This design comes from an exercise in tuning for small area and a short achievable clock period on the open sky130 flow, not from production work.
RTL that was checked went through simulation tests only; none was proved equivalent to the original.
For runs 4 and 5, only the layout was checked, not whether the RTL still works.
Power and IR drop assume default switching activity.

**flow/run.sh**
```bash
#!/bin/bash
# Standard layout, with the smallest buffer on every port.
set -euo pipefail
bash standard.sh "BUFFER_PORTS_ARGS=-buffer_cell sky130_fd_sc_hd__buf_1" finish > standard.log 2>&1
```
**standard.sh**
```bash
#!/bin/bash
# synth_recipe.tcl (not shown) runs the flow's synth.tcl, then flattens the netlist and writes it again
# the make line also repeats each setting of config.mk as NAME=value (left out here)
make -C /OpenROAD-flow-scripts/flow DESIGN_CONFIG=/design/flow/config.mk WORK_HOME=/design/flow/orfs CLKGATE_MAP_FILE= SYNTH_SCRIPT=/design/flow/synth_recipe.tcl "${@:-finish}"
```
**config.mk**
```make
export PLATFORM = sky130hd
export DESIGN_NAME = intron_rx_framer
export DESIGN_NICKNAME = intron_rx_framer
export VERILOG_FILES = /design/flow/design.v
export SDC_FILE = /design/flow/constraint.sdc
export NUM_CORES = 4
export LEC_CHECK = 0
export ABC_AREA = 1
export CAP_MARGIN = 20
export CORE_MARGIN = 2
export CORE_UTILIZATION = 45
export CTS_BUF_LIST = sky130_fd_sc_hd__clkbuf_16
export CTS_CLUSTER_DIAMETER = 100
export CTS_CLUSTER_SIZE = 30
export PLACE_DENSITY = 0.65
export SETUP_SLACK_MARGIN = 5
export SLEW_MARGIN = 20
export SYNTH_HIERARCHICAL = 1
export SYNTH_MINIMUM_KEEP_SIZE = 0
```
**constraint.sdc**
```tcl
create_clock -name core_clock -period 8.0 [get_ports {clk}]
set_input_delay 1.6000 -clock core_clock [delete_from_list [all_inputs] [get_ports {clk}]]
set_output_delay 1.6000 -clock core_clock [all_outputs]
set_load 0.01 [all_outputs]
```
**design.v**
```verilog
module rxf_crc32_byte (
    input  wire [31:0] crc_in,
    input  wire [7:0]  data,
    output reg  [31:0] crc_out
);
    integer i;
    always @* begin
        crc_out = crc_in ^ {24'd0, data};
        for (i = 0; i < 8; i = i + 1) begin
            if (crc_out[0])
                crc_out = (crc_out >> 1) ^ 32'hEDB88320;
            else
                crc_out = crc_out >> 1;
        end
    end
endmodule
module intron_rx_framer (
    input  wire         clk,
    input  wire         rst,             
    input  wire         soft_reset,      
    input  wire [47:0]  intron_sess,     
    input  wire         rx_valid,
    input  wire [7:0]   rx_data,
    input  wire         alloc_ok,        
    input  wire         cas_valid,
    input  wire [3:0]   cas_old,
    input  wire [3:0]   cas_new,
    input  wire         activity_clr,    
    input  wire         query_valid,     
    input  wire [7:0]   query_idx,
    input  wire         ap_take,         
    output reg  [3:0]   mode,
    output reg          cas_ok,
    output reg          associated,
    output reg          activity,
    output reg          mac_valid,
    output reg  [47:0]  mac,
    output reg  [7:0]   ap_count,
    output reg          ap_valid,
    output reg  [7:0]   ap_index,
    output reg  [127:0] ap_info,
    output reg          pkt_start,
    output wire [15:0]  pkt_len,
    output reg          pkt_wr,
    output wire [7:0]   pkt_data,
    output reg          pkt_end,
    output reg          pkt_good,
    output reg          evt_valid,
    output reg  [2:0]   evt_code,
    output wire [7:0]   evt_type,
    output wire [15:0]  evt_size
);
    localparam [7:0]  INTRON0 = 8'h55;
    localparam [7:0]  INTRON1 = 8'h4E;
    localparam [3:0] M_WAIT_INIT      = 4'd1;
    localparam [3:0] M_NEED_AP        = 4'd2;
    localparam [3:0] M_CONNECTING_AP  = 4'd3;
    localparam [3:0] M_RUNNING        = 4'd4;
    localparam [31:0] CRC_55 = 32'h36FCB509;
    reg  [3:0]   pos;        
    reg          pay;        
    reg          fixd;       
    reg          strm;       
    reg  [15:0]  cnt;        
    reg  [31:0]  crc;
    reg  [31:0]  rcrc;       
    reg          ka_flag;    
    reg  [7:0]   rtype;
    reg  [7:0]   rvar;
    reg  [119:0] fbuf;       
    reg          lq_valid;
    reg  [7:0]   lq_idx;
    assign pkt_len  = cnt;
    assign evt_size = cnt;
    assign evt_type = rtype;
    assign pkt_data = fbuf[7:0];
    wire        seek, hdr, hend, hp_crc_ok, hp0, hp1, hp_size, hp_sig;
    wire [7:0]  ipos1h;
    wire [3:0]  pos_inc;
    wire [15:0] sk0s, sk1s, cnt_dec;
    wire        size_zero, plast;
    wire [7:0]  cmp_byte;
    wire [23:0] ck_tab;
    wire        e_fill, e_mac, e_dev, e_cnt, e_link_pkt, e_link_ka;
    wire        e_chk_pay, e_chk_ka, e_oos, e_evt_hdr;
    wire [2:0]  e_code;
    wire        e_pstart, e_strm, e_fix_next, e_pay_next;
    wire        m_is1, m_is23, v_nz;
    wire [3:0]  m_dev;
    rxf_early u_early (
        .pos(pos), .pay(pay), .fixd(fixd), .strm(strm), .cnt(cnt),
        .crc(crc), .rcrc(rcrc), .rtype(rtype), .rvar(rvar),
        .lq_valid(lq_valid), .lq_idx(lq_idx), .mode(mode),
        .seek(seek), .hdr(hdr), .hend(hend), .hp_crc_ok(hp_crc_ok),
        .hp0(hp0), .hp1(hp1), .hp_size(hp_size), .hp_sig(hp_sig),
        .ipos1h(ipos1h), .pos_inc(pos_inc),
        .sk0s(sk0s), .sk1s(sk1s), .cnt_dec(cnt_dec),
        .size_zero(size_zero), .plast(plast),
        .ka_flag(ka_flag),
        .cmp_byte(cmp_byte), .ck_tab(ck_tab),
        .e_fill(e_fill), .e_mac(e_mac), .e_dev(e_dev), .e_cnt(e_cnt),
        .e_link_pkt(e_link_pkt), .e_link_ka(e_link_ka),
        .e_chk_pay(e_chk_pay), .e_chk_ka(e_chk_ka), .e_oos(e_oos),
        .e_evt_hdr(e_evt_hdr), .e_code(e_code),
        .e_pstart(e_pstart), .e_strm(e_strm),
        .e_fix_next(e_fix_next), .e_pay_next(e_pay_next),
        .m_is1(m_is1), .m_is23(m_is23), .v_nz(v_nz), .m_dev(m_dev)
    );
    wire take = rx_valid & ~soft_reset;
    wire [7:0] eq_sess;
    assign eq_sess[0] = (rx_data == INTRON0);
    assign eq_sess[1] = (rx_data == INTRON1);
    assign eq_sess[2] = (rx_data == intron_sess[7:0]);
    assign eq_sess[3] = (rx_data == intron_sess[15:8]);
    assign eq_sess[4] = (rx_data == intron_sess[23:16]);
    assign eq_sess[5] = (rx_data == intron_sess[31:24]);
    assign eq_sess[6] = (rx_data == intron_sess[39:32]);
    assign eq_sess[7] = (rx_data == intron_sess[47:40]);
    wire hit  = |(eq_sess & ipos1h);
    wire hit1 = |(eq_sess[7:1] & ipos1h[7:1]);     
    wire is55 = eq_sess[0];
    wire byte_ok  = (rx_data == cmp_byte);
    wire [31:0] crc_step = {8'd0, crc[31:8]} ^ rxf_tab(crc[7:0] ^ rx_data);
    function [7:0] tinv;
        input [7:0] a;
        begin
            tinv[0] = a[0] ^ a[1] ^ a[3] ^ a[5] ^ a[7];
            tinv[1] = a[1] ^ a[2] ^ a[4] ^ a[6];
            tinv[2] = a[2] ^ a[3] ^ a[5] ^ a[7];
            tinv[3] = a[3] ^ a[4] ^ a[6];
            tinv[4] = a[4] ^ a[5] ^ a[7];
            tinv[5] = a[5] ^ a[6];
            tinv[6] = a[0] ^ a[1] ^ a[3] ^ a[5] ^ a[6];
            tinv[7] = a[1] ^ a[2] ^ a[4] ^ a[6] ^ a[7];
        end
    endfunction
    function [31:0] rxf_tab;
        input [7:0] i;
        integer k;
        begin
            rxf_tab = {24'd0, i};
            for (k = 0; k < 8; k = k + 1)
                rxf_tab = rxf_tab[0] ? ((rxf_tab >> 1) ^ 32'hEDB88320) : (rxf_tab >> 1);
        end
    endfunction
    wire fill     = take & e_fill & byte_ok;
    wire mac_ld   = take & e_mac & byte_ok;
    wire dev_ok   = take & e_dev & byte_ok;
    wire cnt_ok   = take & e_cnt & byte_ok;
    wire link_ok  = take & (e_link_pkt | e_link_ka) & byte_ok;
    wire       cas_hit = cas_valid & ~soft_reset & (mode == cas_old);
    wire       c_is1   = (cas_new == M_WAIT_INIT);
    wire       c_is23  = (cas_new == M_NEED_AP) | (cas_new == M_CONNECTING_AP);
    wire       is1     = cas_hit ? c_is1  : m_is1;
    wire       is23    = cas_hit ? c_is23 : m_is23;
    wire [3:0] mode_c  = cas_hit ? cas_new : mode;
    wire [3:0] mode_n  = soft_reset              ? M_WAIT_INIT :
                         (dev_ok & is1)          ? m_dev :
                         (link_ok & v_nz & is23) ? M_RUNNING : mode_c;
    wire evt_n = take & (
        (e_oos & hit) |
        e_evt_hdr |
        ((e_chk_ka | e_chk_pay) & ~byte_ok));
    always @(posedge clk) begin
        if (rst | soft_reset) begin
            pos <= 4'd0;
            pay <= 1'b0;
            cnt <= 16'd0;
        end else if (rx_valid) begin
            if (seek) begin
                if (hit)
                    pos <= pos_inc;
                else begin
                    pos <= {3'd0, is55};
                    cnt <= is55 ? sk0s : sk1s;
                end
            end else if (hdr) begin
                pos <= pos_inc;
                if (hp_size)
                    cnt <= {cnt[7:0], rx_data};
                if (hend)
                    pay <= e_pay_next;
            end else begin
                cnt <= cnt_dec;
                if (plast)
                    pay <= 1'b0;
            end
        end
    end
    always @(posedge clk) begin
        if (rx_valid & hend) begin
            fixd <= e_fix_next;
            strm <= e_strm & alloc_ok;
        end
    end
    always @(posedge clk) begin
        if (rx_valid) begin
            if (hp0)    rtype <= rx_data;
            if (hp1)    rvar  <= rx_data;
            if (hp_sig) begin
                case (pos[1:0])
                    2'd0: rcrc[31:24] <= tinv(~rx_data);
                    2'd1: rcrc[23:16] <= ~rx_data ^ ck_tab[23:16];
                    2'd2: rcrc[15:8]  <= ~rx_data ^ ck_tab[15:8];
                    default: rcrc[7:0] <= ~rx_data ^ ck_tab[7:0];
                endcase
                ka_flag <= byte_ok & (ka_flag | (pos[1:0] == 2'd0));
            end
            if (seek)
                crc <= hit1 ? crc_step : CRC_55;
            else if (hp_crc_ok)
                crc <= crc_step;
        end
    end
    always @(posedge clk) begin
        if (rx_valid)
            fbuf <= {fbuf[111:0], rx_data};
    end
    always @(posedge clk) begin
        if (rst) begin
            mode       <= M_WAIT_INIT;
            cas_ok     <= 1'b0;
            associated <= 1'b0;
            activity   <= 1'b0;
            mac_valid  <= 1'b0;
            ap_count   <= 8'd0;
            ap_valid   <= 1'b0;
            lq_valid   <= 1'b0;
            pkt_start  <= 1'b0;
            pkt_wr     <= 1'b0;
            pkt_end    <= 1'b0;
            evt_valid  <= 1'b0;
        end else begin
            mode       <= mode_n;
            cas_ok     <= cas_hit;
            if (soft_reset)
                associated <= 1'b0;
            else if (link_ok)
                associated <= v_nz;
            activity   <= (activity & ~activity_clr) | link_ok;
            if (mac_ld)
                mac_valid <= 1'b1;
            if (cnt_ok)
                ap_count <= rx_data;
            ap_valid   <= fill | (ap_valid & ~ap_take);
            if (query_valid)
                lq_valid <= 1'b1;
            pkt_start  <= take & e_pstart & alloc_ok;
            pkt_wr     <= take & e_strm & pay;
            pkt_end    <= pay & e_strm & (soft_reset | (rx_valid & plast));
            evt_valid  <= evt_n;
        end
    end
    always @(posedge clk) begin
        if (query_valid)
            lq_idx <= query_idx;
        if (mac_ld)
            mac <= {fbuf[39:0], rx_data};
        if (fill) begin
            ap_index <= rvar;
            ap_info  <= {fbuf[119:0], rx_data};
        end
        pkt_good <= ~soft_reset & byte_ok & e_chk_pay;
        evt_code <= e_code;
    end
endmodule
module rxf_early (
    input  wire [3:0]  pos,
    input  wire        pay,
    input  wire        fixd,
    input  wire        strm,
    input  wire [15:0] cnt,
    input  wire [31:0] crc,
    input  wire [31:0] rcrc,
    input  wire [7:0]  rtype,
    input  wire [7:0]  rvar,
    input  wire        lq_valid,
    input  wire [7:0]  lq_idx,
    input  wire [3:0]  mode,
    input  wire        ka_flag,
    output wire        seek,         
    output wire        hdr,          
    output wire        hend,         
    output wire        hp_crc_ok,    
    output wire        hp0,          
    output wire        hp1,          
    output wire        hp_size,      
    output wire        hp_sig,       
    output wire [7:0]  ipos1h,       
    output wire [3:0]  pos_inc,
    output wire [15:0] sk0s,         
    output wire [15:0] sk1s,         
    output wire [15:0] cnt_dec,
    output wire        size_zero,
    output wire        plast,        
    output wire [7:0]  cmp_byte,     
    output wire [23:0] ck_tab,       
    output wire        e_fill,       
    output wire        e_mac,        
    output wire        e_dev,        
    output wire        e_cnt,        
    output wire        e_link_pkt,   
    output wire        e_link_ka,    
    output wire        e_chk_pay,    
    output wire        e_chk_ka,     
    output wire        e_oos,        
    output wire        e_evt_hdr,    
    output wire [2:0]  e_code,       
    output wire        e_pstart,     
    output wire        e_strm,       
    output wire        e_fix_next,
    output wire        e_pay_next,
    output wire        m_is1,        
    output wire        m_is23,       
    output wire        v_nz,         
    output wire [3:0]  m_dev         
);
    localparam [7:0] T_DEVICE_INFO   = 8'h00;
    localparam [7:0] T_PACKET        = 8'h02;
    localparam [7:0] T_SCAN_AP_COUNT = 8'h06;
    localparam [7:0] T_SCAN_AP_INFO  = 8'h07;
    localparam [7:0] T_INVALID       = 8'h08;
    localparam [7:0] SUPPORTED_VERSION = 8'h0B;
    localparam [2:0] E_CRC_MISMATCH   = 3'd1;
    localparam [2:0] E_OUT_OF_SYNC    = 3'd2;
    localparam [2:0] E_LENGTH_ERROR   = 3'd3;
    localparam [2:0] E_UNKNOWN_TYPE   = 3'd4;
    localparam [2:0] E_PROTOCOL_ERROR = 3'd5;
    assign seek = ~pay & ~pos[3];
    assign hdr  = ~pay &  pos[3];
    assign hend = hdr & (pos[2:0] == 3'd7);
    assign hp_crc_ok = pay | (hdr & ~pos[2]);
    assign hp0     = hdr & (pos[2:0] == 3'd0);
    assign hp1     = hdr & (pos[2:0] == 3'd1);
    assign hp_size = hdr & (pos[2:1] == 2'b01);
    assign hp_sig  = hdr & pos[2];
    genvar g;
    generate
        for (g = 0; g < 8; g = g + 1) begin : g_ipos
            assign ipos1h[g] = (pos[2:0] == g);
        end
    endgenerate
    assign pos_inc = pos + 4'd1;
    wire [3:0]  lo0    = {1'b0, cnt[2:0]} + {1'b0, pos[2:0]};
    wire [3:0]  lo1    = {1'b0, cnt[2:0]} + {1'b0, pos[2:0]} + 4'd1;
    wire [12:0] hi_inc = cnt[15:3] + 13'd1;
    wire        hi_max = &cnt[15:3];
    assign sk0s = ~lo0[3] ? {cnt[15:3], lo0[2:0]} :
                  hi_max  ? 16'hFFFF : {hi_inc, lo0[2:0]};
    assign sk1s = ~lo1[3] ? {cnt[15:3], lo1[2:0]} :
                  hi_max  ? 16'hFFFF : {hi_inc, lo1[2:0]};
    assign cnt_dec = cnt - 16'd1;
    assign size_zero = (cnt == 16'd0);
    assign plast     = (cnt == 16'd1);
    function [31:0] rxf_tab;
        input [7:0] i;
        integer k;
        begin
            rxf_tab = {24'd0, i};
            for (k = 0; k < 8; k = k + 1)
                rxf_tab = rxf_tab[0] ? ((rxf_tab >> 1) ^ 32'hEDB88320) : (rxf_tab >> 1);
        end
    endfunction
    wire [31:0] tab_i = rxf_tab(rcrc[31:24]);
    assign ck_tab = tab_i[23:0];
    wire ck_rest = (crc[31:8] == rcrc[23:0]);
    reg [7:0] ka_byte;
    always @* begin
        case (pos[1:0])
            2'd0: ka_byte = ~crc[31:24];
            2'd1: ka_byte = ~crc[23:16];
            2'd2: ka_byte = ~crc[15:8];
            default: ka_byte = ~crc[7:0];
        endcase
    end
    assign cmp_byte = pay ? (rcrc[31:24] ^ crc[7:0]) : ka_byte;
    wire t_dev  = (rtype == T_DEVICE_INFO);
    wire t_pkt  = (rtype == T_PACKET);
    wire t_cnt  = (rtype == T_SCAN_AP_COUNT);
    wire t_info = (rtype == T_SCAN_AP_INFO);
    wire t_inv  = (rtype == T_INVALID);
    wire t_fix  = t_dev | t_cnt | t_info;
    wire len_ok = (t_dev  & (cnt == 16'd6)) |
                  (t_cnt  & (cnt == 16'd1)) |
                  (t_info & (cnt == 16'd16));
    wire ver_ok = (rvar == SUPPORTED_VERSION);
    assign v_nz = (rvar != 8'd0);
    wire fix_last = pay & fixd & plast;
    wire pkt_last = pay & strm & plast;
    wire ka_end   = hend & t_pkt & size_zero;
    assign e_fill     = fix_last & ck_rest & t_info & lq_valid & (rvar == lq_idx);
    assign e_mac      = fix_last & ck_rest & t_dev & ver_ok;
    assign e_dev      = fix_last & ck_rest & t_dev;
    assign e_cnt      = fix_last & ck_rest & t_cnt;
    assign e_link_pkt = pkt_last & ck_rest;
    assign e_link_ka  = ka_end & ka_flag;
    assign e_chk_pay = pay & (fixd | strm) & plast & ck_rest;
    assign e_chk_ka  = ka_end & ka_flag;
    assign e_oos     = seek & (pos[2:0] == 3'd7) & ~size_zero;
    assign e_evt_hdr = (hend & (t_inv | (t_fix & ~len_ok) | ~(t_pkt | t_fix))) |
                       (ka_end & ~ka_flag) |
                       (pay & (fixd | strm) & plast & ~ck_rest);
    assign e_code = seek  ? E_OUT_OF_SYNC :
                    ~hend ? E_CRC_MISMATCH :
                    t_inv ? E_PROTOCOL_ERROR :
                    t_pkt ? E_CRC_MISMATCH :
                    t_fix ? E_LENGTH_ERROR : E_UNKNOWN_TYPE;
    assign e_pstart   = hend & t_pkt & ~size_zero;
    assign e_strm     = pay ? strm : t_pkt;
    assign e_fix_next = t_fix & len_ok;
    assign e_pay_next = ~size_zero;
    assign m_is1  = (mode == 4'd1);
    assign m_is23 = (mode == 4'd2) | (mode == 4'd3);
    assign m_dev  = ver_ok ? 4'd2 : 4'd6;
endmodule
```
==> results of run 1 <==
==> per-module statistics from Yosys, one instance, submodules excluded <==
module / area [µm²] / times used / cells / flip-flops and latches
intron_rx_framer: 16900 / 1 / 1159 / 442
rxf_early: 3000 / 1 / 559 / 0
==> final cells by class <==
cell class	instances	area, µm²
Timing Repair Buffer	427	2500
Inverter	185	754
Clock buffer	21	526
Fill cell	3810	20300
Clock inverter	10	93.8
Tap cell	592	741
Multi-Input combinational cell	1014	6200
Timing Repair inverter	3	20.0
Sequential cell	442	12800
==> power breakdown <==
part / total (mW) / switching [mW] / internal (mW)
clock: 1.22 / 0.718 / 0.502
combinational: 0.363 / 0.214 / 0.149
sequential: 2.60 / 0.0425 / 2.56
total: 4.19 / 0.974 / 3.21
==> Yosys cell counts, types with 3 or more instances <==
cell type / count / share of area
sky130_fd_sc_hd__nor4_1: 4 / 0.0013
sky130_fd_sc_hd__nor3_1: 17 / 0.0043
sky130_fd_sc_hd__clkbuf_1: 14 / 0.0026
sky130_fd_sc_hd__o21bai_1: 3 / 0.0011
sky130_fd_sc_hd__xor2_1: 84 / 0.037
sky130_fd_sc_hd__clkinv_1: 3 / 0.00056
sky130_fd_sc_hd__or2_2: 5 / 0.0016
sky130_fd_sc_hd__nand3b_1: 3 / 0.0011
sky130_fd_sc_hd__inv_1: 171 / 0.032
sky130_fd_sc_hd__nor2_1: 172 / 0.032
sky130_fd_sc_hd__a211oi_1: 10 / 0.0038
sky130_fd_sc_hd__nor2_2: 3 / 0.00094
sky130_fd_sc_hd__buf_6: 7 / 0.0040
sky130_fd_sc_hd__o22ai_1: 29 / 0.0091
sky130_fd_sc_hd__xnor2_1: 91 / 0.040
sky130_fd_sc_hd__nor2_4: 5 / 0.0028
sky130_fd_sc_hd__o21ai_0: 82 / 0.021
sky130_fd_sc_hd__edfxtp_1: 395 / 0.59
sky130_fd_sc_hd__dfxtp_1: 47 / 0.047
sky130_fd_sc_hd__a21boi_0: 4 / 0.0015
sky130_fd_sc_hd__a21oi_1: 53 / 0.013
sky130_fd_sc_hd__nand2_1: 284 / 0.053
sky130_fd_sc_hd__xor2_4: 3 / 0.0041
sky130_fd_sc_hd__buf_4: 42 / 0.016
sky130_fd_sc_hd__nand3_1: 77 / 0.019
sky130_fd_sc_hd__ha_1: 22 / 0.014
sky130_fd_sc_hd__xnor2_4: 9 / 0.012
sky130_fd_sc_hd__xor2_2: 5 / 0.0041
sky130_fd_sc_hd__nand4_1: 15 / 0.0047
sky130_fd_sc_hd__inv_2: 11 / 0.0021
sky130_fd_sc_hd__buf_2: 15 / 0.0038
sky130_fd_sc_hd__o21ai_1: 4 / 0.0010
==> layer usage <==
metal  wire length (µm)  vias to the layer above  part of all wire
li1                   -                     6493                 -
met5                  0                        -                 0
met4               1220                        0             0.023
met2              24800                      677              0.48
met3               4030                       78             0.077
met1              22200                     6546              0.42
==> worst max-delay path, delay by kind of cell <==
family	cells	cell delay (ps)
buffers and inverters	5	710
and+or+nand+nor	9	1030
==> path summary, 6_finish.rpt <==
kind	from	end	slack, ps	cells after the start
max reg2reg	pos[0]	mac[32]	5060	16
max	rx_data[1]	crc[13]	4970	14
min reg2reg	fbuf[116]	ap_info[124]	430	0
min	fbuf[116]	ap_info[124]	430	0
==> per-stage QoR <==
stage	setup WS, ps	cell area, µm²
finish	4970	23700
CTS	4910	22900
detailed placement	3050	21600
global route	4920	23700
global placement	3080	21600
floorplan	3270	20100
==> state kept, by name, indices dropped and copies added, names as in the netlist, 3 cells and up <==
| register | cells |
|---|---|
| ap_count | 8 |
| ap_index | 8 |
| ap_info | 128 |
| cnt | 16 |
| crc | 32 |
| evt_code | 3 |
| fbuf | 120 |
| lq_idx | 8 |
| mac | 48 |
| mode | 4 |
| pos | 4 |
| rcrc | 32 |
| rtype | 8 |
| rvar | 8 |
==> cell families (layout without fill, tap and decap cells) <==
group           Yosys count  count (layout)  synth area share
compound gates          194             194            0.0543
xor+xnor                194             194            0.0991
fa+ha+maj                23              23            0.0148
buf+inv                 265             646            0.0614
flops                   442             442             0.642
other cells               2               3          0.000377
simple gates            598             600             0.128
==> timing repair <==
| action | 4_1_cts | 5_1_grt |
|---|---|---|
| setup buffers | 25 | 34 |
| gates resized for setup | 90 | 67 |
| cloned | 7 | 13 |
| pin swaps | 7 | 17 |
| endpoints found under the setup margin | 353 | 294 |
==> summary.md, run 1 <==
| Metric | Value |
|---|---|
| Status | `no timing/DRC/antenna violations` |
| Fraction of registers with async set or reset after synthesis | `0` |
| Post-synthesis instance total | `1,718` |
| Fin cells | `2,694` |
| Total congestion overflow | `0` |
| Number of routed nets with antenna violations | `0` |
| Overall die height | `215 µm` |
| TritonCTS clock tree | `done` |
| Effective utilization at floorplan | `0.454` |
| Data arrival time of the critical path | `3330 ps` |
| Die width | `215 µm` |
| Worst slack on hold paths | `428 ps` |
| Reported max-cap violation count | `0` |
| Pin count of the biggest net entering global routing | `72` |
| Insertion delay of the later-clocked pin in the worst-skew pair | `560 ps` |
| Setup repair after global routing missed its margin | `yes` |
| Transition at the pin with the smallest max-transition slack | `988 ps` |
| Peak VDD IR | `0.152 mV` |
| Critical Path Start Type | `input pin` |
| Final setup TNS | `0 ps` |
| Maximum count of clock buffers along a single path | `3` |
| Post-synthesis register bit count | `442` |
| Hold-fix buffers at CTS | `0` |
| Net total in the final layout | `2,197` |
| All-Layer GR Usage | `0.211` |
| Port bufs | `337` |
| Wire length after detailed routing | `52,300 µm` |
| Final worst-path cycle share | `0.379` |
| Crit path required time | `8310 ps` |
| Global routing usage on met3 | `0.0251` |
| Primary FF master, synth | `sky130_fd_sc_hd__edfxtp_1` |
| Via count of the first global-routing pass | `12,700` |
| Met1 demand-to-capacity share in global routing | `0.298` |
| Antenna violations before repair | `0` |
| Average cell area after synthesis | `11.6 µm²` |
| Num CTS Buffers | `20` |
| Leakage dissipation | `8.66 nW` |
| Antenna diodes | `0` |
| Vias after detailed routing | `13,800` |
| Setup CP Type | `in2reg` |
| Netlist cell types | `53` |
| Master cell of the clock root buffer | `sky130_fd_sc_hd__clkbuf_16` |
| Top cell by count, worst path | `sky130_fd_sc_hd__buf_12` |
| Drt pass-1 iters | `5` |
| Clk slew on worst S/H paths | `110 ps` |
| Area growth from synthesis to layout | `18.6%` |
| Largest stage delay on the critical path | `260 ps` |
| Final count of negative-setup-slack endpoints | `0` |
| Placed wire-length estimate after detailed placement | `35,000 µm` |
| Total Power Consumption | `4.19 mW` |
| Sequential area share after synthesis | `0.642` |
| Post-Route Skew | `38.3 ps` |
| Rows | `77` |
| Commonest cells after routing, fill and taps aside | `395 x sky130_fd_sc_hd__edfxtp_1, 329 x sky130_fd_sc_hd__buf_1, 274 x sky130_fd_sc_hd__nand2_1, 168 x sky130_fd_sc_hd__inv_1, 166 x sky130_fd_sc_hd__nor2_1` |
| Met2 demand-to-capacity share in global routing | `0.353` |
| First-pass GRT wire length | `75,400 µm` |
| Slew headroom | `0.340` |
| Peak clock frequency supported by timing | `330 MHz` |
| Vias per std cell | `5.12` |
| Total DRC errors in the routed layout | `0` |
| Iteration-0 DRC Markers | `1,173` |
| Maximum fanout count along the critical path | `5` |
| # IOs | `338` |
| Worst min path class | `reg2reg` |
| Placed cells | `2,584` |
| Core box area | `43,900 µm²` |
| Category of the worst setup path capture point | `flip-flop` |
| Mapped Area | `19,900 µm²` |
| Pins Over Slew Limit | `0` |
| Commonest non-fill, non-tap cell in the layout | `sky130_fd_sc_hd__edfxtp_1` |
| Final design utilization | `0.539` |
| Yosys synthesis warning count | `8` |
| Ratio of cells with drive above 1 in the final layout | `0.118` |
| Hold Fails Final Rpt | `0` |
| H-tree depth | `1` |
| Master of the slowest instance on the critical path | `sky130_fd_sc_hd__or2_2` |
| Clock period minus worst slack | `3030 ps` |
| EDFF count, synth | `395` |
| Worst-path cell chain | `buf_4 -> buf_12 -> buf_8 -> nand2_2 -> nand3_2 -> nor3_2 -> nand3_1 -> nand2_2 -> nor2_4 -> nand4_1 -> nor2_4 -> buf_12 -> buf_12 -> or2_2` |
| Number of sinks driven by the clock tree | `442` |
| Final weighted congestion in routability-driven placement | `0.897` |
| P per Cell Area | `177 nW/µm²` |
| Average wire per cell in the routed design | `19.4 µm` |
| Most used routing layer in global routing | `met2` |
| Die area | `46,000 µm²` |
==> run 2: changes to the inputs <==
--- a/config.mk
+++ b/config.mk
@@ -10,3 +10,3 @@
 export CORE_MARGIN = 2
-export CORE_UTILIZATION = 45
+export CORE_UTILIZATION = 50
 export CTS_BUF_LIST = sky130_fd_sc_hd__clkbuf_16
==> summary.md, run 2 <==
| Metric | Value |
|---|---|
| Flip-flop count of the largest register after layout | `128 (unchanged)` |
| Proportion of power drawn by combinational gates | `0.090 (+0.003)` |
| Pins Over Slew Limit | `0 (unchanged)` |
| Mapped Area | `19,900 µm² (unchanged)` |
| Area growth from synthesis to layout | `18.0%` |
| Parity-gate share of the synthesized area counting xor and xnor cells | `0.0991 (unchanged)` |
| Area fraction of the dominant cell type after synthesis | `0.595 (unchanged)` |
| Total congestion overflow | `0 (unchanged)` |
| Post-placement cell area | `21,500 µm² (-0.40%)` |
| Die width | `204 µm (-5.0%)` |
| Rows | `73 (-5.2%)` |
| Startpoint of the worst hold path | `fbuf[119]` |
| Primary FF master, synth | `sky130_fd_sc_hd__edfxtp_1` |
| Yosys synthesis warning count | `8 (unchanged)` |
| Net total in the final layout | `2,190 (-0.32%)` |
| Power share of the sequential group | `0.624 (+0.002)` |
| Net switching power figure | `0.961 mW (-1.3%)` |
| Clock period minus worst slack | `2980 ps (-49.9 ps)` |
| Final setup TNS | `0 ps (unchanged)` |
| Die area | `41,500 µm² (-9.8%)` |
| Cells taking the most area after synthesis | `sky130_fd_sc_hd__edfxtp_1 59%, sky130_fd_sc_hd__nand2_1 5.3%, sky130_fd_sc_hd__dfxtp_1 4.7%` |
| EDFF count, synth | `395 (unchanged)` |
| Master cell of the clock root buffer | `sky130_fd_sc_hd__clkbuf_16` |
| Cell depth of the worst hold path | `0 (unchanged)` |
| Sequential area share after synthesis | `0.642 (unchanged)` |
| Top cell type by total area after synthesis | `sky130_fd_sc_hd__edfxtp_1` |
| H-tree depth | `1 (unchanged)` |
| Effective utilization at floorplan | `0.504 (+0.0503)` |
| Transition at the pin with the smallest max-transition slack | `954 ps (-34.3 ps)` |
| Register-to-Register Path Depth | `17 (+1)` |
| Final weighted congestion in routability-driven placement | `0.914 (+1.9%)` |
| Slew headroom | `0.363 (+0.0229)` |
| Hold-fix buffers at CTS | `0 (unchanged)` |
| Drt pass-1 iters | `6 (+1)` |
| Adder-cell share of the synthesized area | `0.0148 (unchanged)` |
| Peak VDD IR | `0.156 mV (+2.8%)` |
| # IOs | `338 (unchanged)` |
| Setup repair after global routing missed its margin | `yes` |
| P per Cell Area | `178 nW/µm² (+0.28%)` |
| Overall die height | `204 µm (-5.0%)` |
| Mux contribution to synthesized area | `0 (unchanged)` |
| Data arrival time of the critical path | `3280 ps (-50 ps)` |
| Post-synthesis register bit count | `442 (unchanged)` |
| Maximum count of clock buffers along a single path | `3 (unchanged)` |
| Internal | `3.22 mW (+0.10%)` |
| First-pass GRT wire length | `75,000 µm (-0.56%)` |
| Fraction of registers with async set or reset after synthesis | `0 (unchanged)` |
| Core box area | `39,500 µm² (-10%)` |
| Via count of the first global-routing pass | `12,700 (+0.16%)` |
| Peak clock frequency supported by timing | `336 MHz (+1.7%)` |
| Netlist cell types | `53 (unchanged)` |
| Worst min path class | `reg2reg` |
| Simple-gate portion of the synthesized area | `0.128 (unchanged)` |
| Insertion delay of the later-clocked pin in the worst-skew pair | `550 ps (about the same)` |
| Antenna diodes | `0 (unchanged)` |
| Vias per std cell | `5.21 (+1.8%)` |
| Top-count cell post-synth | `sky130_fd_sc_hd__edfxtp_1` |
| Switching power as a share of total power | `0.230 (-0.00254)` |
| Leakage dissipation | `8.59 nW (-0.78%)` |
| Vias after detailed routing | `13,700 (-1.0%)` |
| Combinational family with the most area after synthesis | `simple AND/OR/NAND/NOR gates` |
| Iteration-0 DRC Markers | `1,040 (-11%)` |
| TritonCTS clock tree | `done` |
| Detail Route met2 WL | `23,900 µm (-3.5%)` |
| Clock network power share | `0.286 (-0.005)` |
| Number of sinks driven by the clock tree | `442 (unchanged)` |
| Final worst-path cycle share | `0.372 (-0.00624)` |
| Port bufs | `337 (unchanged)` |
| Final count of negative-setup-slack endpoints | `0 (unchanged)` |
| Final standard cell area without fillers | `23,500 µm² (-0.51%)` |
| Num CTS Buffers | `20 (unchanged)` |
| Setup CP Type | `in2reg` |
| Clk slew on worst S/H paths | `110 ps (about the same)` |
| Post-synthesis instance total | `1,718 (unchanged)` |
| Endpoint of the worst hold-timing path | `ap_info[127]` |
| Total length of routed met3 wires | `4050 µm (+0.50%)` |
| Maximum fanout count along the critical path | `8 (+3)` |
| Top sig layer | `met4` |
| Biggest registers after layout | `ap_info: 128 flops, fbuf: 120 flops, mac: 48 flops` |
| Leading cell types by count after synthesis | `395 x sky130_fd_sc_hd__edfxtp_1, 284 x sky130_fd_sc_hd__nand2_1, 172 x sky130_fd_sc_hd__nor2_1` |
| Number of routed nets with antenna violations | `0 (unchanged)` |
| Compound-gate portion of the synthesized area | `0.0543 (unchanged)` |
| Register-to-register setup slack | `5060 ps (about the same)` |
| All-Layer GR Usage | `0.236 (+0.0246)` |
| Beginning of the worst register-to-register path | `pos[0]` |
| Met1 WL | `21,200 µm (-4.3%)` |
| Average cell area after synthesis | `11.6 µm² (unchanged)` |
| Category of the worst setup path capture point | `flip-flop` |
| Total DRC errors in the routed layout | `0 (unchanged)` |
| Commonest cells after routing, fill and taps aside | `395 x sky130_fd_sc_hd__edfxtp_1, 329 x sky130_fd_sc_hd__buf_1, 273 x sky130_fd_sc_hd__nand2_1, 167 x sky130_fd_sc_hd__inv_1, 152 x sky130_fd_sc_hd__nor2_1` |
| Wire length after detailed routing | `50,700 µm (-2.9%)` |
| Antenna violations before repair | `1 (+1)` |
| Average wire per cell in the routed design | `19.4 µm (-0.11%)` |
| Crit path required time | `8300 ps (about the same)` |
| Reported max-cap violation count | `0 (unchanged)` |
| Ratio of cells with drive above 1 in the final layout | `0.128 (+0.0110)` |
| Pin count of the biggest net entering global routing | `69 (-4.2%)` |
| Reg2Reg Capture Point | `ap_info[88]` |
| Placed wire-length estimate after detailed placement | `34,400 µm (-1.7%)` |
| Commonest non-fill, non-tap cell in the layout | `sky130_fd_sc_hd__edfxtp_1` |
| Hold Fails Final Rpt | `0 (unchanged)` |
| Status | `no timing/DRC/antenna violations` |
| Post-Route Skew | `29.9 ps (-8.38 ps)` |
| Critical Path Start Type | `input pin` |
| Top register by number of flip-flops | `ap_info` |
## run 2: cell types whose count changed in the layout (fill, tap and decap cells not counted), sizes merged
cell	change
inv	-5
buf	-4
clkinv	+4
clkbuf	-3
clkinvlp	-1
nand2	+1
## run 2: logic make-up (layout without fill, tap and decap cells)
kind of cell	count (synthesis)	in the layout
AOI/OAI and AO/OA	194	194
xor gates and xnor gates	194	194
adders and majority gates	23	23
buffers and inverters	265	637
DFF	442	442
other	2	3
and+or+nand+nor	598	601
## run 2: modules after synthesis (local to each module, per instance)
module | flip-flops and latches | cells inside
intron_rx_framer | 442 | 1159
rxf_early | 0 | 559
## run 2: final cells by class
type	count	area (µm²)
Timing Repair inverter	2	12.5
Timing Repair Buffer	420	2330
Multi-Input combinational cell	1015	6340
Tap cell	525	657
Fill cell	3234	16000
Sequential cell	442	12800
Clock buffer	21	526
Inverter	185	751
Clock inverter	9	95.1
## run 2: how the worst max path moves through the flow
stage	from	end	slack, ps
2_1_floorplan	rx_data[5]	ap_index[0]	3270
4_1_cts	rx_valid	rcrc[8]	4990
3_3_place_gp	rx_data[4]	cnt[10]	3590
6_report	rx_data[0]	crc[16]	5020
5_1_grt	rx_data[5]	cnt[12]	4930
3_5_place_dp	rx_data[4]	cnt[10]	3450
## run 2: power by group through the flow
| stage | registers (mW) | logic (mW) | clock network, mW |
|---|---|---|---|
| 2_1_floorplan | 2.64 | 0.247 | 0 |
| 3_3_place_gp | 2.65 | 0.320 | 0 |
| 3_5_place_dp | 2.66 | 0.323 | 0 |
| 4_1_cts | 2.61 | 0.338 | 1.23 |
| 5_1_grt | 2.61 | 0.412 | 1.31 |
| 6_report | 2.60 | 0.377 | 1.20 |
## run 2: critical path, stage by stage
cell	delay [ps]
sky130_fd_sc_hd__buf_6	70
sky130_fd_sc_hd__buf_12	110
sky130_fd_sc_hd__clkinvlp_4	90
sky130_fd_sc_hd__buf_6	140
sky130_fd_sc_hd__or2_1	200
sky130_fd_sc_hd__nand3_1	60
sky130_fd_sc_hd__nor2_1	40
sky130_fd_sc_hd__nand3_1	110
sky130_fd_sc_hd__nand2_2	70
sky130_fd_sc_hd__nor2_4	120
sky130_fd_sc_hd__nand4_1	130
sky130_fd_sc_hd__nor2_4	260
sky130_fd_sc_hd__clkbuf_16	220
sky130_fd_sc_hd__nor2_4	30
## run 2: per-stage QoR
step | hold slack (ps) | power [mW] | setup slack [ps] | util | std cells
floorplan | 400 | 2.88 | 3270 | - | 1719
global placement | 401 | 2.97 | 3590 | 0.545 | 2514
detailed placement | 407 | 2.98 | 3450 | 0.545 | 2514
CTS | 434 | 4.17 | 4990 | 0.576 | 2580
global route | 438 | 4.33 | 4930 | 0.595 | 2619
finish | 432 | 4.18 | 5020 | 0.595 | 2619
## run 2: what timing repair did
action / in CTS / in global routing
setup buffers: 29 / 28
setup endpoints to repair: 358 / 348
resized for setup: 70 / 93
cloned: 7 / 11
pin swaps: 7 / 21
## run 2: layer usage
layer  track usage  vias up
li1              -     6462
met1         0.336     6518
met2         0.383      603
met3        0.0278       72
met4        0.0714        0
met5             0        -
==> run 3: changes to the inputs <==
--- a/config.mk
+++ b/config.mk
@@ -14,3 +14,3 @@
 export CTS_CLUSTER_SIZE = 30
-export PLACE_DENSITY = 0.65
+export PLACE_DENSITY = 0.7
 export SETUP_SLACK_MARGIN = 5
==> summary.md, run 3 <==
| Metric | Value |
|---|---|
| Status | `no timing/DRC/antenna violations` |
| Number of sinks driven by the clock tree | `442 (unchanged)` |
| Commonest non-fill, non-tap cell in the layout | `sky130_fd_sc_hd__edfxtp_1` |
| Total Power Consumption | `4.13 mW (-1.1%)` |
| Post-Route Skew | `27.4 ps (-2.51 ps)` |
| Final-layout fill cell count | `3,156 (-2.4%)` |
| Number of routed nets with antenna violations | `0 (unchanged)` |
| Worst min path class | `reg2reg` |
| Critical Path Start Type | `input pin` |
| Flip-flop count of the largest register after layout | `128 (unchanged)` |
| Final setup TNS | `0 ps (unchanged)` |
| Area fraction of the dominant cell type after synthesis | `0.595 (unchanged)` |
| Ratio of cells with drive above 1 in the final layout | `0.145 (+0.0163)` |
| Pins Over Slew Limit | `0 (unchanged)` |
| Reported max-cap violation count | `0 (unchanged)` |
| Maximum count of clock buffers along a single path | `3 (unchanged)` |
| Placed wire-length estimate after detailed placement | `33,200 µm (-3.4%)` |
| Transition at the pin with the smallest max-transition slack | `967 ps (+13.6 ps)` |
| Parity-gate share of the synthesized area counting xor and xnor cells | `0.0991 (unchanged)` |
| Peak clock frequency supported by timing | `327 MHz (-2.7%)` |
| Worst Setup Slack, final | `4940 ps (-82.7 ps)` |
| Drt pass-1 iters | `5 (-1)` |
| TritonCTS clock tree | `done` |
| Die width | `204 µm (unchanged)` |
| Insertion delay of the later-clocked pin in the worst-skew pair | `550 ps (about the same)` |
| Placed cells | `2,513 (-0.040%)` |
| First-pass GRT wire length | `76,300 µm (+1.8%)` |
| Peak VDD IR | `0.131 mV (-16%)` |
| Data arrival time of the critical path | `3380 ps (+100 ps)` |
| Fin cells | `2,661 (+1.6%)` |
| Largest stage delay on the critical path | `260 ps (about the same)` |
| Leakage dissipation | `8.89 nW (+3.5%)` |
| Area growth from synthesis to layout | `20.9%` |
| Wire length after detailed routing | `53,800 µm (+6.1%)` |
| EDFF count, synth | `395 (unchanged)` |
| Post-synthesis instance total | `1,718 (unchanged)` |
| Vias per std cell | `5.30 (+1.7%)` |
| Average wire per cell in the routed design | `20.2 µm (+4.4%)` |
| Fraction of registers with async set or reset after synthesis | `0 (unchanged)` |
| Setup WS pre-CTS | `3220 ps (-232 ps)` |
| Overall die height | `204 µm (unchanged)` |
| Biggest registers after layout | `ap_info: 128 flops, fbuf: 120 flops, mac: 48 flops` |
| # IOs | `338 (unchanged)` |
| Combinational family with the most area after synthesis | `simple AND/OR/NAND/NOR gates` |
| Antenna violations before repair | `0 (-1)` |
| Effective utilization at floorplan | `0.504 (unchanged)` |
| Maximum fanout count along the critical path | `6 (-2)` |
| Setup CP Type | `in2reg` |
| Top register by number of flip-flops | `ap_info` |
| Pin count of the biggest net entering global routing | `77 (+12%)` |
| Slew headroom | `0.355 (-0.00754)` |
| Average cell area after synthesis | `11.6 µm² (unchanged)` |
| Top cell type by total area after synthesis | `sky130_fd_sc_hd__edfxtp_1` |
| Yosys synthesis warning count | `8 (unchanged)` |
| Die area | `41,500 µm² (unchanged)` |
| Post-synthesis register bit count | `442 (unchanged)` |
| Rows | `73 (unchanged)` |
| Category of the worst setup path capture point | `flip-flop` |
| Total DRC errors in the routed layout | `0 (unchanged)` |
| Crit path required time | `8320 ps (+20 ps)` |
| P per Cell Area | `171 nW/µm² (-3.5%)` |
| Adder-cell share of the synthesized area | `0.0148 (unchanged)` |
| Primary FF master, synth | `sky130_fd_sc_hd__edfxtp_1` |
| Top-count cell post-synth | `sky130_fd_sc_hd__edfxtp_1` |
| Clk slew on worst S/H paths | `120 ps (about the same)` |
| Setup repair after global routing missed its margin | `yes` |
| All-Layer GR Usage | `0.240 (+0.00412)` |
| Netlist cell types | `53 (unchanged)` |
| Final worst-path cycle share | `0.383 (+0.0103)` |
| Mux contribution to synthesized area | `0 (unchanged)` |
| Num CTS Buffers | `19 (-5.0%)` |
| Hold-fix buffers at CTS | `0 (unchanged)` |
| Master cell of the clock root buffer | `sky130_fd_sc_hd__clkbuf_16` |
| Core box area | `39,500 µm² (unchanged)` |
| Cells taking the most area after synthesis | `sky130_fd_sc_hd__edfxtp_1 59%, sky130_fd_sc_hd__nand2_1 5.3%, sky130_fd_sc_hd__dfxtp_1 4.7%` |
| Post-placement cell area | `21,500 µm² (about the same)` |
| Iteration-0 DRC Markers | `1,245 (+20%)` |
| Net total in the final layout | `2,230 (+1.8%)` |
| Mapped Area | `19,900 µm² (unchanged)` |
| H-tree depth | `1 (unchanged)` |
| Final count of negative-setup-slack endpoints | `0 (unchanged)` |
| Compound-gate portion of the synthesized area | `0.0543 (unchanged)` |
| Final design utilization | `0.610 (+0.0147)` |
| Final weighted congestion in routability-driven placement | `0.933 (+2.0%)` |
| Simple-gate portion of the synthesized area | `0.128 (unchanged)` |
| Sequential area share after synthesis | `0.642 (unchanged)` |
| Worst slack on hold paths | `433 ps (+0.287 ps)` |
| Total congestion overflow | `0 (unchanged)` |
| Hold Fails Final Rpt | `0 (unchanged)` |
| Vias after detailed routing | `14,100 (+3.4%)` |
| Final standard cell area without fillers | `24,100 µm² (+2.5%)` |
| Via count of the first global-routing pass | `13,000 (+2.7%)` |
| Master of the slowest instance on the critical path | `sky130_fd_sc_hd__or2_2` |
| Worst-path cell chain | `buf_8 -> buf_12 -> clkinvlp_4 -> buf_6 -> nand2_2 -> nand3_2 -> nor3_2 -> nand3_1 -> nand2_2 -> nor2_4 -> nand4_1 -> nor2_4 -> buf_12 -> buf_8 -> or2_2` |
| Port bufs | `337 (unchanged)` |
| Leading cell types by count after synthesis | `395 x sky130_fd_sc_hd__edfxtp_1, 284 x sky130_fd_sc_hd__nand2_1, 172 x sky130_fd_sc_hd__nor2_1` |
| Clock period minus worst slack | `3060 ps (+82.7 ps)` |
| Commonest cells after routing, fill and taps aside | `395 x sky130_fd_sc_hd__edfxtp_1, 330 x sky130_fd_sc_hd__buf_1, 271 x sky130_fd_sc_hd__nand2_1, 169 x sky130_fd_sc_hd__inv_1, 166 x sky130_fd_sc_hd__nor2_1` |
-- run 3: cell count changes in the layout (fill, tap and decap cells not counted), sizes merged --
cell | previous run | this run
clkinv | 7 | 2
buf | 407 | 445
nand2 | 291 | 292
diode | 0 | 1
clkinvlp | 6 | 8
inv | 183 | 188
-- run 3: final cells by class --
| class | instances | area, µm² | area share |
|---|---|---|---|
| diodes | 1 | 2.50 | 0.000104 |
| clock buffers | 19 | 475 | 0.0197 |
| clock inverters | 11 | 78.8 | 0.00327 |
| inverters | 185 | 759 | 0.0315 |
| multi-input cells | 1016 | 6410 | 0.266 |
| flip-flops and latches | 442 | 12800 | 0.532 |
| well taps | 525 | 657 | 0.0272 |
| repair buffers | 460 | 2890 | 0.120 |
| repair inverters | 2 | 15.0 | 0.000623 |
-- run 3: path summary, 6_finish.rpt --
path,start,slack [ps],cells after the start,end
max reg2reg,pos[0],4980,17,ap_info[0]
min,fbuf[72],430,0,ap_info[80]
max,rx_data[0],4940,15,crc[13]
min reg2reg,fbuf[72],430,0,ap_info[80]
-- run 3: where the power goes --
part | internal (mW) | leakage [nW] | switching, mW
combinational | 0.158 | 4.56 | 0.214
clock | 0.453 | 0.297 | 0.699
sequential | 2.56 | 4.03 | 0.0451
total | 3.17 | 8.89 | 0.958
-- run 3: layer usage --
metal	global-route usage	routed length, µm	vias up	share of wire
met5	0	0	-	0
met4	0.0654	1480	0	0.027
met3	0.0312	4290	100	0.080
met2	0.397	25900	679	0.48
met1	0.336	22100	6782	0.41
li1	-	-	6553	-
-- run 3: kinds of logic after synthesis --
logic type	count (synthesis)
AND/OR/NAND/NOR	598
XOR/XNOR	194
buffers and inverters	265
adder cells (fa/ha/maj)	23
other	2
AO/OA/AOI/OAI	194
flip-flops	442
-- run 3: critical path: cells and delay by family --
family,cells,cell delay (ps)
buf+inv,6,780
simple gates,9,990
-- run 3: what timing repair did --
action                     4_1_cts  5_1_grt
buffers inserted                38       53
resized for setup               77      116
setup endpoints to repair      333      249
cloned                          10       16
pin swaps                       11       55
-- run 3: Yosys stat by module, one instance, submodules excluded --
module | cells | copies in the design | flops+latches | cell area, µm²
intron_rx_framer | 1159 | 1 | 442 | 16900
rxf_early | 559 | 1 | 0 | 3000
==> run 4: changes to the inputs <==
--- a/design.v
+++ b/design.v
@@ -58,3 +58,2 @@
     localparam [3:0] M_RUNNING        = 4'd4;
-    localparam [31:0] CRC_55 = 32'h36FCB509;
     reg  [3:0]   pos;        
@@ -82,2 +81,3 @@
     wire [7:0]  cmp_byte;
+    wire [31:0] crc_in;
     wire [23:0] ck_tab;
@@ -99,3 +99,3 @@
         .ka_flag(ka_flag),
-        .cmp_byte(cmp_byte), .ck_tab(ck_tab),
+        .cmp_byte(cmp_byte), .crc_in(crc_in), .ck_tab(ck_tab),
         .e_fill(e_fill), .e_mac(e_mac), .e_dev(e_dev), .e_cnt(e_cnt),
@@ -119,6 +119,5 @@
     wire hit  = |(eq_sess & ipos1h);
-    wire hit1 = |(eq_sess[7:1] & ipos1h[7:1]);     
     wire is55 = eq_sess[0];
     wire byte_ok  = (rx_data == cmp_byte);
-    wire [31:0] crc_step = {8'd0, crc[31:8]} ^ rxf_tab(crc[7:0] ^ rx_data);
+    wire [31:0] crc_step = {8'd0, crc_in[31:8]} ^ rxf_tab(crc_in[7:0] ^ rx_data);
     function [7:0] tinv;
@@ -208,5 +207,3 @@
             end
-            if (seek)
-                crc <= hit1 ? crc_step : CRC_55;
-            else if (hp_crc_ok)
+            if (seek | hp_crc_ok)
                 crc <= crc_step;
@@ -296,2 +293,3 @@
     output wire [7:0]  cmp_byte,     
+    output wire [31:0] crc_in,       
     output wire [23:0] ck_tab,       
@@ -366,2 +364,4 @@
     wire ck_rest = (crc[31:8] == rcrc[23:0]);
+    localparam [31:0] CRC_55 = 32'h36FCB509;
+    assign crc_in = (seek & (pos[2:1] == 2'b00)) ? (pos[0] ? CRC_55 : 32'hFFFFFFFF) : crc;
     reg [7:0] ka_byte;
--- a/config.mk
+++ b/config.mk
@@ -14,3 +14,3 @@
 export CTS_CLUSTER_SIZE = 30
-export PLACE_DENSITY = 0.7
+export PLACE_DENSITY = 0.65
 export SETUP_SLACK_MARGIN = 5
==> summary.md, run 4 <==
| Metric | Value |
|---|---|
| Status | `no timing/DRC/antenna violations` |
| Maximum fanout count along the critical path | `17 (+11)` |
| Simple-gate portion of the synthesized area | `0.137 (+0.00851)` |
| Cell depth of the worst hold path | `0 (unchanged)` |
| Reported max-cap violation count | `0 (unchanged)` |
| Antenna diodes | `0 (-1)` |
| Transition at the pin with the smallest max-transition slack | `918 ps (-49.4 ps)` |
| Via count of the first global-routing pass | `13,400 (+2.5%)` |
| Drt pass-1 iters | `8 (+3)` |
| Placed wire-length estimate after detailed placement | `38,500 µm (+16%)` |
| Net switching power figure | `0.983 mW (+2.6%)` |
| Worst slack on hold paths | `432 ps (-0.442 ps)` |
| Peak clock frequency supported by timing | `333 MHz (+2.0%)` |
| Compound-gate portion of the synthesized area | `0.0597 (+0.00539)` |
| Total congestion overflow | `0 (unchanged)` |
| Most used routing layer in global routing | `met2` |
| Effective utilization at floorplan | `0.506 (+0.00146)` |
| Clock network power share | `0.267 (-0.012)` |
| Proportion of power drawn by combinational gates | `0.098 (+0.008)` |
| Met1 demand-to-capacity share in global routing | `0.347 (+0.0115)` |
| Vias after detailed routing | `14,500 (+2.6%)` |
| Post-Route Skew | `28.2 ps (+0.759 ps)` |
| Fraction of registers with async set or reset after synthesis | `0 (unchanged)` |
| Net total in the final layout | `2,250 (+0.90%)` |
| Register-to-Register Path Depth | `15 (-2)` |
| Top cell type by total area after synthesis | `sky130_fd_sc_hd__edfxtp_1` |
| Area growth from synthesis to layout | `19.5%` |
| Worst min path class | `reg2reg` |
| Register-to-register setup slack | `5040 ps (+60 ps)` |
| Area of the multi-input gates | `6670 µm² (+4.0%)` |
| Parity-gate share of the synthesized area counting xor and xnor cells | `0.0888 (-0.0103)` |
| Global routing usage on met3 | `0.0411 (+0.00998)` |
| Core box area | `39,700 µm² (+0.46%)` |
| Peak VDD IR | `0.137 mV (+4.6%)` |
| Average wire per cell in the routed design | `21.2 µm (+4.9%)` |
| Sequential area share after synthesis | `0.637 (-0.00480)` |
| Pin count of the biggest net entering global routing | `72 (-6.5%)` |
| Overall die height | `204 µm (+0.37%)` |
| EDFF count, synth | `395 (unchanged)` |
| Iteration-0 DRC Markers | `1,373 (+10%)` |
| Category of the worst setup path capture point | `flip-flop` |
| Yosys synthesis warning count | `8 (unchanged)` |
| Top register by number of flip-flops | `ap_info` |
| P per Cell Area | `174 nW/µm² (+1.7%)` |
| Flip-flop count of the largest register after layout | `128 (unchanged)` |
| Primary FF master, synth | `sky130_fd_sc_hd__edfxtp_1` |
| Port bufs | `337 (unchanged)` |
| Average cell area after synthesis | `11.4 µm² (-1.9%)` |
| Final setup TNS | `0 ps (unchanged)` |
| Final-layout fill cell count | `3,282 (+4.0%)` |
| Setup WS pre-CTS | `3400 ps (+177 ps)` |
| Beginning of the worst register-to-register path | `pos[1]` |
| First-pass GRT wire length | `81,000 µm (+6.1%)` |
| Setup CP Type | `in2reg` |
| # IOs | `338 (unchanged)` |
| Total DRC errors in the routed layout | `0 (unchanged)` |
| Crit path required time | `8260 ps (-60 ps)` |
| Leakage dissipation | `8.87 nW (-0.23%)` |
| Die area | `41,800 µm² (+0.74%)` |
| Number of routed nets with antenna violations | `0 (unchanged)` |
| Reg2Reg Capture Point | `ap_info[100]` |
| Number of sinks driven by the clock tree | `442 (unchanged)` |
| TritonCTS clock tree | `done` |
| Pins Over Slew Limit | `0 (unchanged)` |
| Num CTS Buffers | `19 (unchanged)` |
| Commonest cells after routing, fill and taps aside | `395 x sky130_fd_sc_hd__edfxtp_1, 329 x sky130_fd_sc_hd__buf_1, 298 x sky130_fd_sc_hd__nand2_1, 176 x sky130_fd_sc_hd__inv_1, 135 x sky130_fd_sc_hd__nor2_1` |
| H-tree depth | `1 (unchanged)` |
| Die width | `204 µm (+0.37%)` |
| Mux contribution to synthesized area | `0 (unchanged)` |
| Leading cell types by count after synthesis | `395 x sky130_fd_sc_hd__edfxtp_1, 311 x sky130_fd_sc_hd__nand2_1, 184 x sky130_fd_sc_hd__inv_1` |
| Master cell of the clock root buffer | `sky130_fd_sc_hd__clkbuf_16` |
| Total area of sequential cells | `12,800 µm² (about the same)` |
| Critical Path Start Type | `input pin` |
| Switching power as a share of total power | `0.235 (+0.00289)` |
| Insertion delay of the later-clocked pin in the worst-skew pair | `550 ps (about the same)` |
| Hold-fix buffers at CTS | `0 (unchanged)` |
| Antenna violations before repair | `3 (+3)` |
| Post-synthesis register bit count | `442 (unchanged)` |
| Final worst-path cycle share | `0.375 (-0.00750)` |
| Area fraction of the dominant cell type after synthesis | `0.590 (-0.00444)` |
| Power share of the sequential group | `0.635 (+0.004)` |
| Clock period minus worst slack | `3000 ps (-60.0 ps)` |
| Biggest registers after layout | `ap_info: 128 flops, fbuf: 120 flops, mac: 48 flops` |
| Ratio of cells with drive above 1 in the final layout | `0.150 (+0.00483)` |
| Adder-cell share of the synthesized area | `0.0147 (-0.000111)` |
| Startpoint of the worst hold path | `fbuf[119]` |
| Mapped Area | `20,100 µm² (+0.75%)` |
| Endpoint of the worst hold-timing path | `ap_info[127]` |
| Combinational family with the most area after synthesis | `simple AND/OR/NAND/NOR gates` |
| Maximum count of clock buffers along a single path | `3 (unchanged)` |
| Netlist cell types | `52 (-1.9%)` |
| Final weighted congestion in routability-driven placement | `0.921 (-1.3%)` |
| Post-synthesis instance total | `1,765 (+2.7%)` |
| Slew headroom | `0.388 (+0.0325)` |
| Clk slew on worst S/H paths | `100 ps (-20 ps)` |
| Final count of negative-setup-slack endpoints | `0 (unchanged)` |
| Rows | `73 (unchanged)` |
| Data arrival time of the critical path | `3260 ps (-120 ps)` |
| Commonest non-fill, non-tap cell in the layout | `sky130_fd_sc_hd__edfxtp_1` |
| Vias per std cell | `5.41 (+2.0%)` |
| Setup repair after global routing missed its margin | `yes` |
| Top-count cell post-synth | `sky130_fd_sc_hd__edfxtp_1` |
| Internal | `3.20 mW (+0.93%)` |
| Cells taking the most area after synthesis | `sky130_fd_sc_hd__edfxtp_1 59%, sky130_fd_sc_hd__nand2_1 5.8%, sky130_fd_sc_hd__dfxtp_1 4.7%` |
| Worst Setup Slack, final | `5000 ps (+60.0 ps)` |
| All-Layer GR Usage | `0.259 (+0.0190)` |
| Wire length after detailed routing | `56,900 µm (+5.6%)` |
| Final design utilization | `0.605 (-0.00532)` |
| Met2 demand-to-capacity share in global routing | `0.430 (+0.0329)` |
| Hold Fails Final Rpt | `0 (unchanged)` |
-- run 4: cell types whose count changed after synthesis, sizes merged, moves of 9 or more --
cell   delta
nor2     -20
a21oi    +10
o22ai    -12
xnor2     -9
o21ai    +29
inv      +11
nand2    +34
-- run 4: layout make-up --
type	instances	share of cell area
Timing Repair Buffer	431	0.104
Clock inverter	9	0.00276
Tap cell	525	0.0273
Inverter	195	0.0342
Multi-Input combinational cell	1056	0.278
Sequential cell	442	0.534
Clock buffer	19	0.0198
Timing Repair inverter	1	0.000208
-- run 4: logic make-up after synthesis --
family / count (synthesis)
compound gates: 220
xor+xnor: 181
fa+ha+maj: 23
buf+inv: 274
flops: 442
other cells: 2
simple gates: 623
-- run 4: through the flow --
stage / cell area, µm² / std cells / total power [mW]
detailed placement: 21900 / 2563 / 3.06
finish: 24000 / 2678 / 4.19
CTS: 23400 / 2643 / 4.19
global route: 24000 / 2678 / 4.33
floorplan: 20400 / 1766 / 2.93
global placement: 21900 / 2563 / 3.06
-- run 4: worst max-delay path by stage --
| stage | from | end | cells past startpoint |
|---|---|---|---|
| 2_1_floorplan | rx_data[7] | ap_index[0] | 10 |
| 3_3_place_gp | rx_data[3] | cnt[2] | 16 |
| 3_5_place_dp | rx_data[3] | cnt[2] | 16 |
| 4_1_cts | rx_data[1] | mac[17] | 12 |
| 5_1_grt | pos[1] | mode[3] | 18 |
| 6_report | rx_data[1] | ap_info[100] | 13 |
-- run 4: repair_timing --
action | in CTS | in global routing
gates resized for setup | 93 | 81
setup endpoints to repair | 279 | 244
setup buffers | 40 | 29
gates cloned | 12 | 6
pin swaps | 11 | 36
-- run 4: per-layer routing --
metal	share of wire	routed length [µm]
met5	0.00065	37
met2	0.49	27600
met4	0.037	2080
met3	0.081	4630
met1	0.40	22500
-- run 4: critical path: stages --
cell                         delay, ps
sky130_fd_sc_hd__clkbuf_2          100
sky130_fd_sc_hd__buf_12            150
sky130_fd_sc_hd__buf_8             150
sky130_fd_sc_hd__nand2_1            80
sky130_fd_sc_hd__nand4_1           110
sky130_fd_sc_hd__nor2_2            160
sky130_fd_sc_hd__nand2_2           100
sky130_fd_sc_hd__nor2_4            130
sky130_fd_sc_hd__nand2_2            90
sky130_fd_sc_hd__clkinvlp_4        160
sky130_fd_sc_hd__buf_12            120
sky130_fd_sc_hd__buf_12            110
sky130_fd_sc_hd__buf_16            160
-- run 4: Yosys stat by module (local to each module, per instance) --
module / cells / area (µm²) / times used / flops+latches
intron_rx_framer: 1136 / 16700 / 1 / 442
rxf_early: 629 / 3350 / 1 / 0
-- run 4: power groups by stage --
stage	Combinational [mW]	Clock, mW	Sequential, mW
after global placement	0.347	0	2.71
final	0.410	1.12	2.66
after floorplan	0.254	0	2.68
after detailed placement	0.353	0	2.71
after global routing	0.445	1.22	2.67
after CTS	0.387	1.15	2.66
==> run 5: changes to the inputs <==
--- a/config.mk
+++ b/config.mk
@@ -17,3 +17,2 @@
 export SLEW_MARGIN = 20
-export SYNTH_HIERARCHICAL = 1
-export SYNTH_MINIMUM_KEEP_SIZE = 0
+export TNS_END_PERCENT = 30
==> summary.md, run 5 <==
| Metric | Value |
|---|---|
| Pins Over Slew Limit | `0 (unchanged)` |
| # IOs | `338 (unchanged)` |
| Port bufs | `337 (unchanged)` |
| Start point of the critical path | `pos[1]` |
| Leakage dissipation | `8.42 nW (-5.1%)` |
| Mapped Area | `18,900 µm² (-5.9%)` |
| Core box area | `37,500 µm² (-5.6%)` |
| Parity-gate share of the synthesized area counting xor and xnor cells | `0.0946 (+0.00578)` |
| Final count of negative-setup-slack endpoints | `0 (unchanged)` |
| Setup repair after global routing missed its margin | `yes` |
| Destination of the critical timing path | `ap_info[23]` |
| Reg2Reg Capture Point | `ap_info[23]` |
| Antenna violations before repair | `0 (-3)` |
| Vias per std cell | `5.34 (-1.3%)` |
| Simple-gate portion of the synthesized area | `0.114 (-0.0225)` |
| Critical Path Start Type | `flip-flop` |
| Antenna diodes | `0 (unchanged)` |
| Post-synthesis instance total | `1,544 (-13%)` |
| Register-to-Register Path Depth | `17 (+2)` |
| Peak clock frequency supported by timing | `325 MHz (-2.6%)` |
| Total congestion overflow | `0 (unchanged)` |
| Vias after detailed routing | `13,300 (-8.3%)` |
| Wire length after detailed routing | `53,800 µm (-5.4%)` |
| Hold Fails Final Rpt | `0 (unchanged)` |
| Cells taking the most area after synthesis | `sky130_fd_sc_hd__edfxtp_1 63%, sky130_fd_sc_hd__dfxtp_1 5.0%, sky130_fd_sc_hd__xor2_1 4.9%` |
| Die width | `198 µm (-2.9%)` |
| Post-Route Skew | `27.5 ps (-0.676 ps)` |
| Die area | `39,400 µm² (-5.8%)` |
| Crit path required time | `8280 ps (+20 ps)` |
| Drt pass-1 iters | `5 (-3)` |
| Beginning of the worst register-to-register path | `pos[1]` |
| Mux contribution to synthesized area | `0 (unchanged)` |
| Average cell area after synthesis | `12.2 µm² (+7.6%)` |
| Area fraction of the dominant cell type after synthesis | `0.627 (+0.0371)` |
| Transition at the pin with the smallest max-transition slack | `1080 ps (+163 ps)` |
| Primary FF master, synth | `sky130_fd_sc_hd__edfxtp_1` |
| Leading cell types by count after synthesis | `395 x sky130_fd_sc_hd__edfxtp_1, 238 x sky130_fd_sc_hd__nand2_1, 140 x sky130_fd_sc_hd__inv_1` |
| Clock period minus worst slack | `3080 ps (+78.9 ps)` |
| Flip-flop count of the largest register after layout | `128 (unchanged)` |
| H-tree depth | `1 (unchanged)` |
| Hold-fix buffers at CTS | `0 (unchanged)` |
| Data arrival time of the critical path | `3360 ps (+100 ps)` |
| Commonest cells after routing, fill and taps aside | `395 x sky130_fd_sc_hd__edfxtp_1, 329 x sky130_fd_sc_hd__buf_1, 231 x sky130_fd_sc_hd__nand2_1, 138 x sky130_fd_sc_hd__inv_1, 121 x sky130_fd_sc_hd__nor2_1` |
| Pin count of the biggest net entering global routing | `82 (+14%)` |
| Final weighted congestion in routability-driven placement | `0.947 (+2.9%)` |
| Master cell of the clock root buffer | `sky130_fd_sc_hd__clkbuf_16` |
| Sequential area share after synthesis | `0.677 (+0.0401)` |
| Top-count cell post-synth | `sky130_fd_sc_hd__edfxtp_1` |
| Insertion delay of the later-clocked pin in the worst-skew pair | `570 ps (+20 ps)` |
| Reported max-cap violation count | `0 (unchanged)` |
| Maximum count of clock buffers along a single path | `3 (unchanged)` |
| Final design utilization | `0.615 (+0.0109)` |
| Final setup TNS | `0 ps (unchanged)` |
| Total DRC errors in the routed layout | `0 (unchanged)` |
| Number of sinks driven by the clock tree | `442 (unchanged)` |
| Fraction of registers with async set or reset after synthesis | `0 (unchanged)` |
| Yosys synthesis warning count | `2 (-6)` |
| Rows | `71 (-2.7%)` |
| EDFF count, synth | `395 (unchanged)` |
| Area growth from synthesis to layout | `22.0%` |
| Overall die height | `198 µm (-2.9%)` |
| P per Cell Area | `185 nW/µm² (+6.3%)` |
| Worst min path class | `reg2reg` |
| Average wire per cell in the routed design | `21.6 µm (+1.9%)` |
| First-pass GRT wire length | `74,600 µm (-7.9%)` |
| Netlist cell types | `44 (-15%)` |
| Combinational family with the most area after synthesis | `simple AND/OR/NAND/NOR gates` |
| Top register by number of flip-flops | `ap_info` |
| Placed wire-length estimate after detailed placement | `35,400 µm (-8.2%)` |
| Maximum fanout count along the critical path | `8 (-9)` |
| Category of the worst setup path capture point | `flip-flop` |
| Top cell type by total area after synthesis | `sky130_fd_sc_hd__edfxtp_1` |
| Setup CP Type | `reg2reg` |
| Clk slew on worst S/H paths | `100 ps (about the same)` |
| Num CTS Buffers | `20 (+1)` |
| Number of routed nets with antenna violations | `0 (unchanged)` |
| Total Power Consumption | `4.27 mW (+2.1%)` |
| Final worst-path cycle share | `0.385 (+0.00987)` |
| Status | `no timing/DRC/antenna violations` |
| Compound-gate portion of the synthesized area | `0.0499 (-0.00981)` |
| Slew headroom | `0.279 (-0.109)` |
| Ratio of cells with drive above 1 in the final layout | `0.123 (-0.0265)` |
| Iteration-0 DRC Markers | `1,311 (-4.5%)` |
| Worst slack on hold paths | `429 ps (-3.45 ps)` |
| All-Layer GR Usage | `0.255 (-0.00445)` |
| Via count of the first global-routing pass | `12,000 (-9.8%)` |
| Biggest registers after layout | `ap_info: 128 flops, fbuf: 120 flops, mac: 48 flops` |
| TritonCTS clock tree | `done` |
| Effective utilization at floorplan | `0.504 (-0.00145)` |
| Peak VDD IR | `0.126 mV (-8.1%)` |
| Adder-cell share of the synthesized area | `0.0163 (+0.00159)` |
| Post-synthesis register bit count | `442 (unchanged)` |
| Commonest non-fill, non-tap cell in the layout | `sky130_fd_sc_hd__edfxtp_1` |
| Net total in the final layout | `2,067 (-8.1%)` |
| Register-to-register setup slack | `4920 ps (-120 ps)` |
==> run 5: cell types whose count changed after synthesis, sizes merged, moves of 13 or more <==
cell,before,now
buf,65,39
inv,193,146
nand2,322,247
nand3,72,51
nor2,160,134
o21ai,117,82
xnor2,93,80
xor2,88,113
==> run 5: area by class of cell <==
class | count | area, µm²
tap | 511 | 639
clock buffer | 20 | 500
inverter | 147 | 607
multi-input combinational | 896 | 5560
fill | 3019 | 14400
clock inverter | 15 | 143
timing repair buffer | 455 | 2810
sequential | 442 | 12800
==> run 5: power breakdown <==
group | internal, mW | switching, mW
logic | 0.155 | 0.232
registers | 2.60 | 0.0680
clock network | 0.487 | 0.730
==> run 5: worst min-delay path by stage <==
stage,slack [ps],depth (start not counted),end,start
2_1_floorplan,400,0,ap_info[120],fbuf[112]
3_3_place_gp,400,0,ap_info[122],fbuf[114]
3_5_place_dp,410,0,ap_info[120],fbuf[112]
4_1_cts,430,0,ap_info[120],fbuf[112]
5_1_grt,440,0,ap_info[123],fbuf[115]
6_report,430,0,ap_info[120],fbuf[112]
==> run 5: repair_timing <==
item                       in CTS  in global routing
setup endpoints to repair     292                271
gates resized for setup        87                 80
pin swaps                      13                 34
buffers inserted               37                 46
gates cloned                   11                 15
==> run 5: kinds of logic (layout without fill, tap and decap cells) <==
| kind of cell | after synthesis | count (layout) |
|---|---|---|
| compound gates | 174 | 174 |
| xor+xnor | 193 | 193 |
| fa+ha+maj | 24 | 24 |
| buf+inv | 210 | 637 |
| flops | 442 | 442 |
| simple gates | 501 | 505 |
==> run 5: stage by stage <==
step | cell area [µm²] | std cells | setup WS (ps)
3_5_place_dp | 20600 | 2342 | 3410
3_3_place_gp | 20600 | 2342 | 3550
2_1_floorplan | 19000 | 1544 | 3320
4_1_cts | 22100 | 2425 | 4930
5_1_grt | 23100 | 2486 | 4900
6_report | 23100 | 2486 | 4920
==> run 5: layer usage <==
layer  global-route usage  up-vias  part of all wire
li1                     -     6083                 -
met1                0.351     6372              0.39
met2                0.421      720              0.48
met3               0.0359      102             0.092
met5                    0        -                 0
met4               0.0804        0             0.033
==> run 5: critical path, stage by stage, from the launching register on <==
cell                         delay, ps
sky130_fd_sc_hd__dfxtp_4           410
sky130_fd_sc_hd__clkinvlp_4        190
sky130_fd_sc_hd__ha_4              230
sky130_fd_sc_hd__inv_2             130
sky130_fd_sc_hd__o21ai_0           100
sky130_fd_sc_hd__o21ai_1           290
sky130_fd_sc_hd__nand2_1           130
sky130_fd_sc_hd__nand2_1           100
sky130_fd_sc_hd__nand2_1            50
sky130_fd_sc_hd__nor2_1             80
sky130_fd_sc_hd__nand2_1           100
sky130_fd_sc_hd__nor2_4            160
sky130_fd_sc_hd__buf_6             120
sky130_fd_sc_hd__nand3_4            80
sky130_fd_sc_hd__clkinvlp_4        190
sky130_fd_sc_hd__buf_12            130
sky130_fd_sc_hd__buf_12            140
sky130_fd_sc_hd__clkbuf_16         160
